Context: an optimization exercise on an open-source flow, tuned for a short achievable clock period and few clock cycles. The choices shown serve that exercise and are no tape-out recipe. The RTL was checked by simulation tests, not by an equivalence proof against the original design. Power figures rest on the tool's default switching activity, not on a simulated workload.

## design/flow/config.mk

```make
export PLATFORM = sky130hd
export DESIGN_NAME = tricolore_core
export DESIGN_NICKNAME = tricolore_core
export VERILOG_FILES = /design/flow/design.v
export SDC_FILE = /design/flow/constraint.sdc
export NUM_CORES = 4
export LEC_CHECK = 0
export CAP_MARGIN = 20
export CORE_MARGIN = 2
export CORE_UTILIZATION = 40
export SLEW_MARGIN = 20
```

## design/flow/constraint.sdc

```tcl
create_clock -name core_clock -period 14.0 [get_ports {clk}]
set_input_delay 2.8000 -clock core_clock [delete_from_list [all_inputs] [get_ports {clk}]]
set_output_delay 2.8000 -clock core_clock [all_outputs]
set_load 0.01 [all_outputs]
```

## design/flow/design.v

```verilog
module tricolore_core (
    input  wire        clk,
    input  wire        rst,           
    input  wire [15:0] start_addr,    
    output wire        mem_req,
    output wire        mem_we,
    output wire [15:0] mem_addr,
    output wire [7:0]  mem_wdata,
    input  wire [7:0]  mem_rdata,
    input  wire        mem_ready,
    output wire        halted,
    input  wire [7:0]  dbg_addr,
    output wire [7:0]  dbg_data
);
    reg  [2047:0] rf;
    wire          rf_we;
    wire [7:0]    rf_waddr;
    wire [7:0]    rf_wdata;
    wire [7:0]    rf_raddr;
    wire [7:0]    rf_rdata = rf[rf_raddr*8 +: 8];
    genvar g;
    generate
        for (g = 0; g < 256; g = g + 1) begin : g_reg
            always @(posedge clk) begin
                if (rst) begin
                    if (g == 2)
                        rf[g*8 +: 8] <= start_addr[7:0];
                    else if (g == 3)
                        rf[g*8 +: 8] <= start_addr[15:8];
                    else
                        rf[g*8 +: 8] <= 8'h00;
                end else if (rf_we && rf_waddr == g) begin
                    rf[g*8 +: 8] <= rf_wdata;
                end
            end
        end
    endgenerate
    assign dbg_data = rf[dbg_addr*8 +: 8];
    localparam [3:0] S_PCL  = 4'd0,    
                     S_PCH  = 4'd1,    
                     S_F0   = 4'd2,    
                     S_F1   = 4'd3,
                     S_F2   = 4'd4,
                     S_F3   = 4'd5,
                     S_WPL  = 4'd6,    
                     S_WPH  = 4'd7,    
                     S_SR   = 4'd8,    
                     S_P    = 4'd9,    
                     S_PTRL = 4'd10,   
                     S_PTRH = 4'd11,   
                     S_Q    = 4'd12,   
                     S_W    = 4'd13,   
                     S_FR   = 4'd14,   
                     S_FW   = 4'd15;   
    localparam [1:0] M_REG_REG = 2'd0, M_REG_MEM = 2'd1,
                     M_MEM_REG = 2'd2, M_IMM_REG = 2'd3;
    reg  [3:0]  state;
    reg         halt_q;
    reg  [15:0] pc;
    reg  [31:0] ir;
    reg         turn;
    reg  [7:0]  p, q, sr;
    reg  [15:0] ptr;
    reg         allzero, fl_n, fl_c, fl_v;
    wire [2:0]  d_op    = ir[2:0];
    wire        d_size  = ir[3];
    wire [1:0]  d_cond  = ir[5:4];
    wire [1:0]  d_mode  = ir[7:6];
    wire [7:0]  d_reg   = ir[15:8];
    wire [15:0] d_op16  = ir[31:16];
    wire [7:0]  d_lo    = ir[23:16];
    wire [7:0]  d_hi    = ir[31:24];
    wire        d_ind   = ir[16];
    function [15:0] reg_addr;
        input [7:0] idx;
        input       t;
        reg_addr = 16'hFF00 + {8'h00, idx} + {15'h0000, t};
    endfunction
    wire [15:0] pc_next = pc + 16'd4;
    wire [15:0] p_addr = (d_mode == M_REG_MEM) ? d_op16 + {15'h0000, turn}
                                               : reg_addr(d_reg, turn);
    reg  [15:0] q_addr;
    always @(*) begin
        case (d_mode)
            M_REG_REG: q_addr = d_ind ? ptr + {15'h0000, turn} : reg_addr(d_hi, turn);
            M_REG_MEM: q_addr = reg_addr(d_reg, turn);
            default:   q_addr = d_op16 + {15'h0000, turn};
        endcase
    end
    function cond_pass;
        input [1:0] cond;
        input [7:0] s;
        case (cond)
            2'd0: cond_pass = 1'b1;
            2'd1: cond_pass = !s[2] && !s[3];
            2'd2: cond_pass = s[2];
            default: cond_pass = s[3];
        endcase
    endfunction
    reg  [7:0] alu_r;
    reg        alu_c, alu_v;
    wire [8:0] sum  = {1'b0, p} + {1'b0, q};
    wire [7:0] diff = p - q;
    wire [15:0] rot2 = {p, p} << q[2:0];
    always @(*) begin
        alu_c = 1'b0;
        alu_v = 1'b0;
        case (d_op)
            3'd2: begin
                alu_r = sum[7:0];
                alu_c = sum[8];
                alu_v = (p[7] == q[7]) && (sum[7] != p[7]);
            end
            3'd3: begin
                alu_r = diff;
                alu_c = p < q;
                alu_v = (p[7] != q[7]) && (diff[7] != p[7]);
            end
            3'd4: alu_r = p & q;
            3'd5: alu_r = p | q;
            3'd6: alu_r = p ^ q;
            3'd7: alu_r = rot2[15:8];
            default: alu_r = q;             
        endcase
    end
    reg        acc_en, acc_we;
    reg [15:0] acc_addr;
    reg [7:0]  acc_wdata;
    always @(*) begin
        acc_en    = !halt_q;
        acc_we    = 1'b0;
        acc_addr  = 16'h0000;
        acc_wdata = 8'h00;
        case (state)
            S_PCL:  acc_addr = 16'hFF02;
            S_PCH:  acc_addr = 16'hFF03;
            S_F0:   acc_addr = pc;
            S_F1:   acc_addr = pc + 16'd1;
            S_F2:   acc_addr = pc + 16'd2;
            S_F3:   acc_addr = pc + 16'd3;
            S_WPL:  begin acc_addr = 16'hFF02; acc_we = 1'b1; acc_wdata = pc_next[7:0];  end
            S_WPH:  begin acc_addr = 16'hFF03; acc_we = 1'b1; acc_wdata = pc_next[15:8]; end
            S_SR:   acc_addr = 16'hFF06;
            S_P:    acc_addr = p_addr;
            S_PTRL: acc_addr = reg_addr(d_hi, 1'b0);
            S_PTRH: acc_addr = reg_addr(d_hi, 1'b1);
            S_Q:    begin acc_addr = q_addr; acc_en = !halt_q && (d_mode != M_IMM_REG); end
            S_W:    begin acc_addr = p_addr; acc_we = 1'b1; acc_wdata = alu_r; end
            S_FR:   acc_addr = 16'hFF06;
            S_FW:   begin
                        acc_addr  = 16'hFF06;
                        acc_we    = 1'b1;
                        acc_wdata = {sr[7:4], allzero, fl_n, fl_v, fl_c};
                    end
            default: ;
        endcase
    end
    wire acc_is_reg = (acc_addr[15:8] == 8'hFF);
    wire acc_done   = !acc_en || acc_is_reg || mem_ready;
    wire [7:0] acc_rdata = acc_is_reg ? rf_rdata : mem_rdata;
    assign rf_raddr  = acc_addr[7:0];
    assign rf_we     = acc_en && acc_we && acc_is_reg;
    assign rf_waddr  = acc_addr[7:0];
    assign rf_wdata  = acc_wdata;
    assign mem_req   = acc_en && !acc_is_reg;
    assign mem_we    = acc_we;
    assign mem_addr  = acc_addr;
    assign mem_wdata = acc_wdata;
    assign halted    = halt_q;
    always @(posedge clk) begin
        if (rst) begin
            state   <= S_PCL;
            halt_q  <= 1'b0;
            pc      <= 16'h0000;
            ir      <= 32'h0000_0000;
            turn    <= 1'b0;
            p       <= 8'h00;
            q       <= 8'h00;
            sr      <= 8'h00;
            ptr     <= 16'h0000;
            allzero <= 1'b1;
            fl_n    <= 1'b0;
            fl_c    <= 1'b0;
            fl_v    <= 1'b0;
        end else if (!halt_q && acc_done) begin
            case (state)
                S_PCL: begin
                    pc[7:0] <= acc_rdata;
                    state   <= S_PCH;
                end
                S_PCH: begin
                    pc[15:8] <= acc_rdata;
                    if (acc_rdata == 8'h00 && pc[7:0] == 8'h00)
                        halt_q <= 1'b1;
                    else
                        state <= S_F0;
                end
                S_F0: begin ir[7:0]   <= acc_rdata; state <= S_F1; end
                S_F1: begin ir[15:8]  <= acc_rdata; state <= S_F2; end
                S_F2: begin ir[23:16] <= acc_rdata; state <= S_F3; end
                S_F3: begin ir[31:24] <= acc_rdata; state <= S_WPL; end
                S_WPL: state <= S_WPH;
                S_WPH: state <= S_SR;
                S_SR: begin
                    turn    <= 1'b0;
                    allzero <= 1'b1;
                    state   <= cond_pass(d_cond, acc_rdata) ? S_P : S_PCL;
                end
                S_P: begin
                    p     <= acc_rdata;
                    state <= (d_mode == M_REG_REG && d_ind) ? S_PTRL : S_Q;
                end
                S_PTRL: begin ptr[7:0]  <= acc_rdata; state <= S_PTRH; end
                S_PTRH: begin ptr[15:8] <= acc_rdata; state <= S_Q; end
                S_Q: begin
                    if (d_mode == M_IMM_REG)
                        q <= turn ? d_hi : d_lo;
                    else
                        q <= acc_rdata;
                    state <= S_W;
                end
                S_W: begin
                    allzero <= allzero && (alu_r == 8'h00);
                    fl_n    <= alu_r[7];
                    fl_c    <= alu_c;
                    fl_v    <= alu_v;
                    if (d_size && !turn) begin
                        turn  <= 1'b1;
                        state <= S_P;
                    end else begin
                        state <= S_FR;
                    end
                end
                S_FR: begin sr <= acc_rdata; state <= S_FW; end
                S_FW: state <= S_PCL;
                default: state <= S_PCL;
            endcase
        end
    end
endmodule
```

## design/flow/run.sh

```bash
#!/bin/bash
# synth_recipe.tcl (not shown) runs the flow's synth.tcl, then flattens the netlist and writes it again
# the make line also repeats each setting of config.mk as NAME=value (left out here)
make -C /OpenROAD-flow-scripts/flow DESIGN_CONFIG=/design/flow/config.mk WORK_HOME=/design/flow/orfs CLKGATE_MAP_FILE= SYNTH_SCRIPT=/design/flow/synth_recipe.tcl finish
```

==> metrics.sh <==
STATUS='finished clean'
DP_HPWL_MM=307
CRITICAL_PATH_ARRIVAL_NS=7.36
DRT_FIRST_ITER_VIOLATIONS=15071
PART_OF_THE_YOSYS_AREA_USED_FOR_SEQUENTIAL_ELEMENTS_PCT=38.2
INSERTION_DELAY_OF_THE_LATER_CLOCKED_PIN_IN_THE_WORST_SKEW_PAIR_NS=0.96
PLACE.PORT_BUFFERS=69
TIMING_MAX_TRANSITION_VIOLATIONS_FINAL=0
MAXCAPVIOLATIONS=0
CELLPOWERDENSITY_nW_PER_UM2=147
COUNT_OF_UNRESOLVED_DRC_VIOLATIONS_AFTER_ROUTING=0
TOP_LAYER='met5'
LAYOUT-DRIVE-GT1-SHARE_PCT=15.0
START_UTIL_PCT=40.3
WL_MET2_MM=200
FP-ROW-COUNT=194
POST_CTS_SETUP_DRIVEN_BUFFER_INSERTION_COUNT=0
WORSTPATHMAXFANOUT=101
POST_SYNTH.CELL_AREA_AVG_UM2=9.00
POWER.IR.VDD_WORST_mV=0.171
TIMING.SETUP.TNS_NS=0
VIA_PER_INST=6.53
NUMBER_OF_ANTENNA_VIOLATIONS_AT_THE_FIRST_CHECK_IN_GLOBAL_ROUTING=35
YOSYS.CELL_TYPES.COUNT=106
CLOCKROOTBUFFER='clkbuf_16'
CTS.CLK_SLEW.WORST_PATHS_NS=0.06
YOSYS_REGISTER_BITS=2142
TIMING.HOLD.WORST.CLASS='reg -> reg'
YOSYS_WARNINGS=1
CTS_MAX_LEVEL=4
FLOORPLAN.DIE.WIDTH_UM=535
SYNTH.NET_COUNT=12596
HOLD_BUFFERS=0
FLOW.AREA_GROWTH_FROM_SYNTHESIS_PCT=10.3
INSTANCES_NO_FILL=15794
TIMING_WORST_SETUP_PATH_TYPE='in -> out'
GRT.OVERFLOW.TOTAL=0
TIMING.FINAL.SETUP_VIOLATIONS=0
CTS.SINK_COUNT=2142
MULTIINPUTGATEAREA_UM2=64100
REQUIRED_NS=11.20
SYNTH_ENABLE_FLOP_CELLS=16
DETAILEDPLACE.WORSTSLACK_NS=3.88
DRT-WIRELENGTH-PER-CELL_UM=29.6
CORE_AREA_UM2=280000
RSZ_0062_RAISED_AFTER_GLOBAL_ROUTING='false'
START_KIND='primary input'
PIN_COUNT=70
SYN_INST=12523
CTS_MADE_BUFFERS=241
FINAL_CRITICAL_PATH_SETUP_SLACK_NS=3.84
DETAILED_ROUTED_WIRE_LENGTH_ON_MET3_MM=53.0
HOLDWS_NS=0.489
CLOCK.FMAX_MHz=98.4
DRTANTENNAVIOLNETS=0
CTS_RESIZED=0
PERIOD_UTILIZATION_POST_ROUTE_PCT=72.6
POSTSYNTH.ASYNCRESETSHARE_PCT=0
FF_LATCH_AREA_UM2=43000
TRITONCTS='built'
DIE_HEIGHT_UM=535
DRT_WL_TOTAL_MM=468
M1WIRELENGTH_MM=181
TIMING.FINAL.HOLD_VIOLATIONS=0
NUMBER_OF_GLOBAL_ROUTE_VIAS_BEFORE_REPAIR=95920
NUM_VIAS=103148
MOST_USED_CELLS_IN_THE_LAYOUT_EXCLUDING_FILL_AND_TAP_CELLS='nor2_1 (2146), dfxtp_1 (2125), a211oi_1 (1802), nand2_1 (1389), mux4_2 (794)'
FINAL_COMMON_CELL='nor2_1'
GRT_MAX_DEGREE=217
DESIGN.DIE.AREA_UM2=286000
NUM-NETS-FINAL=11940
GRT_PASS1_WL_MM=678
FINAL.MIN_CLOCK_PERIOD_NS=10.16
FINAL.SETUP_SKEW_NS=0.0887
GRT_USAGE_PCT=31.6
MAPPEDNETLISTAREA_UM2=113000
PLACE.GP.CONGESTION=0.995
WORST_SLEW_MARGIN_RELATIVE_TO_ITS_LIMIT_PCT=9.57
PLACED_CELLS_INCL_TAPS=15347
SETUP.WORST_PATH.END_CLASS='primary output'
CLOCK_PATH_BUFFERS=4
SYNTH_FLOP_CELL='dfxtp_1'
WORSTMARGINPINSLEW_NS=1.35
FINAL.FILL_COUNT=26496
LEAKAGE_uW=0.0384
DR.PASS1.ITERS=8
## cell usage after synthesis, types with 41 or more instances
master | n | share of area [%]
o211ai_1 | 60 | 0.40
nand2_1 | 1409 | 4.7
buf_2 | 381 | 1.7
o22ai_1 | 53 | 0.29
and3_1 | 48 | 0.27
dfxtp_1 | 2126 | 38
a211oi_1 | 1808 | 12
buf_4 | 41 | 0.27
mux4_2 | 794 | 16
inv_1 | 74 | 0.25
o21ai_0 | 338 | 1.5
clkbuf_1 | 789 | 2.6
a32oi_1 | 73 | 0.57
nand3_1 | 508 | 2.3
nor2_1 | 2218 | 7.4
a21oi_1 | 490 | 2.2
buf_1 | 138 | 0.46
mux2i_1 | 398 | 3.5
a22oi_1 | 53 | 0.35
a31oi_1 | 59 | 0.33
## per-layer routing
layer / vias up / global-route usage, %
li1: 44760 / -
met5: - / 0
met2: 6501 / 46.8
met3: 1377 / 8.34
met1: 50488 / 41.0
met4: 22 / 19.7
## through the flow
step                power [uW]  utilization, %  cell area (um2)
finish                   18300            44.4           124000
global route             18600            44.4           124000
CTS                      18100            44.4           124000
detailed placement       11500            41.5           116000
global placement         11400            41.4           116000
floorplan                 9300               -           113000
## state kept, by name (all words and copies together) (netlist names)
name,flops
halt_q,1
fl_n,1
fl_c,1
q,8
fl_v,1
p,8
turn,1
pc,16
ptr,16
state,4
allzero,1
sr,4
rf,2048
ir,32
## power breakdown
| group | switching [uW] | internal (uW) | total, uW |
|---|---|---|---|
| clock network | 2740 | 3910 | 6650 |
| logic | 4060 | 1320 | 5380 |
| registers | 83.7 | 6140 | 6220 |
| total | 6890 | 11400 | 18300 |
## critical path: stages
cell and delay (ns):
buf_8 0.49, buf_12 0.61, mux4_2 0.61, mux4_2 0.55
mux4_2 0.65, mux4_2 0.68, clkdlybuf4s50_1 0.54
## worst paths after layout
check	slack, ns	startpoint	cells after the start	to
min reg2reg	0.49	ir[3]	2	ir[3]
min	0.49	ir[3]	2	ir[3]
max	3.84	dbg_addr[0]	7	dbg_data[1]
max reg2reg	4.47	ir[16]	20	state[1]
## cells by family (layout without fill, tap and decap cells)
logic type | after synthesis | after routing | share of synthesized area (%)
XOR/XNOR | 49 | 49 | 0.387
other | 0 | 13 | 0
buffers and inverters | 1448 | 982 | 5.49
adder cells (fa/ha/maj) | 38 | 38 | 0.442
AO/OA/AOI/OAI | 3191 | 3191 | 19.7
flip-flops | 2142 | 2142 | 38.2
AND/OR/NAND/NOR | 4423 | 4423 | 16.0
multiplexers | 1232 | 1232 | 19.8
## layout make-up
type | instances | share of cell area (%)
multi-input cells | 8933 | 51.5
flip-flops and latches | 2142 | 34.6
clock buffers | 338 | 5.56
well taps | 3724 | 3.75
repair buffers | 466 | 3.23
clock inverters | 95 | 1.03
inverters | 83 | 0.267
diodes | 13 | 0.0262
Testbench counts, summed over its fixed seeds: cycles 659,681.

==> what the ideal ports hide <==
In the flow no input, the clock included, has a driving cell. The finished layout below was timed again as built, in two steps. Step 1 (the two cells are an assumption about what drives the block):
set clk [get_ports {clk}]
set_driving_cell -lib_cell sky130_fd_sc_hd__clkbuf_16 $clk
set_driving_cell -lib_cell sky130_fd_sc_hd__buf_2 [delete_from_list [all_inputs] $clk]
Step 2, shift: input delay + t, output delay - t, t = (earliest + latest rising clock arrival at the registers) / 2. This alone moves slack from input paths to output paths. Three values: ideal ports, drivers, drivers and shift; two values: the first two.
shift t [ns]: 1.009
slack for setup (ns): 3.836 / 3.762 / 3.762
hold slack, ns: 0.489 / 0.489 / 0.489
latest minus earliest clock arrival (ns): 0.106 / 0.106
After both steps this run still meets setup and hold. The setup slack of this run moves by -0.074 ns with the drivers and by -0.074 ns with both steps.
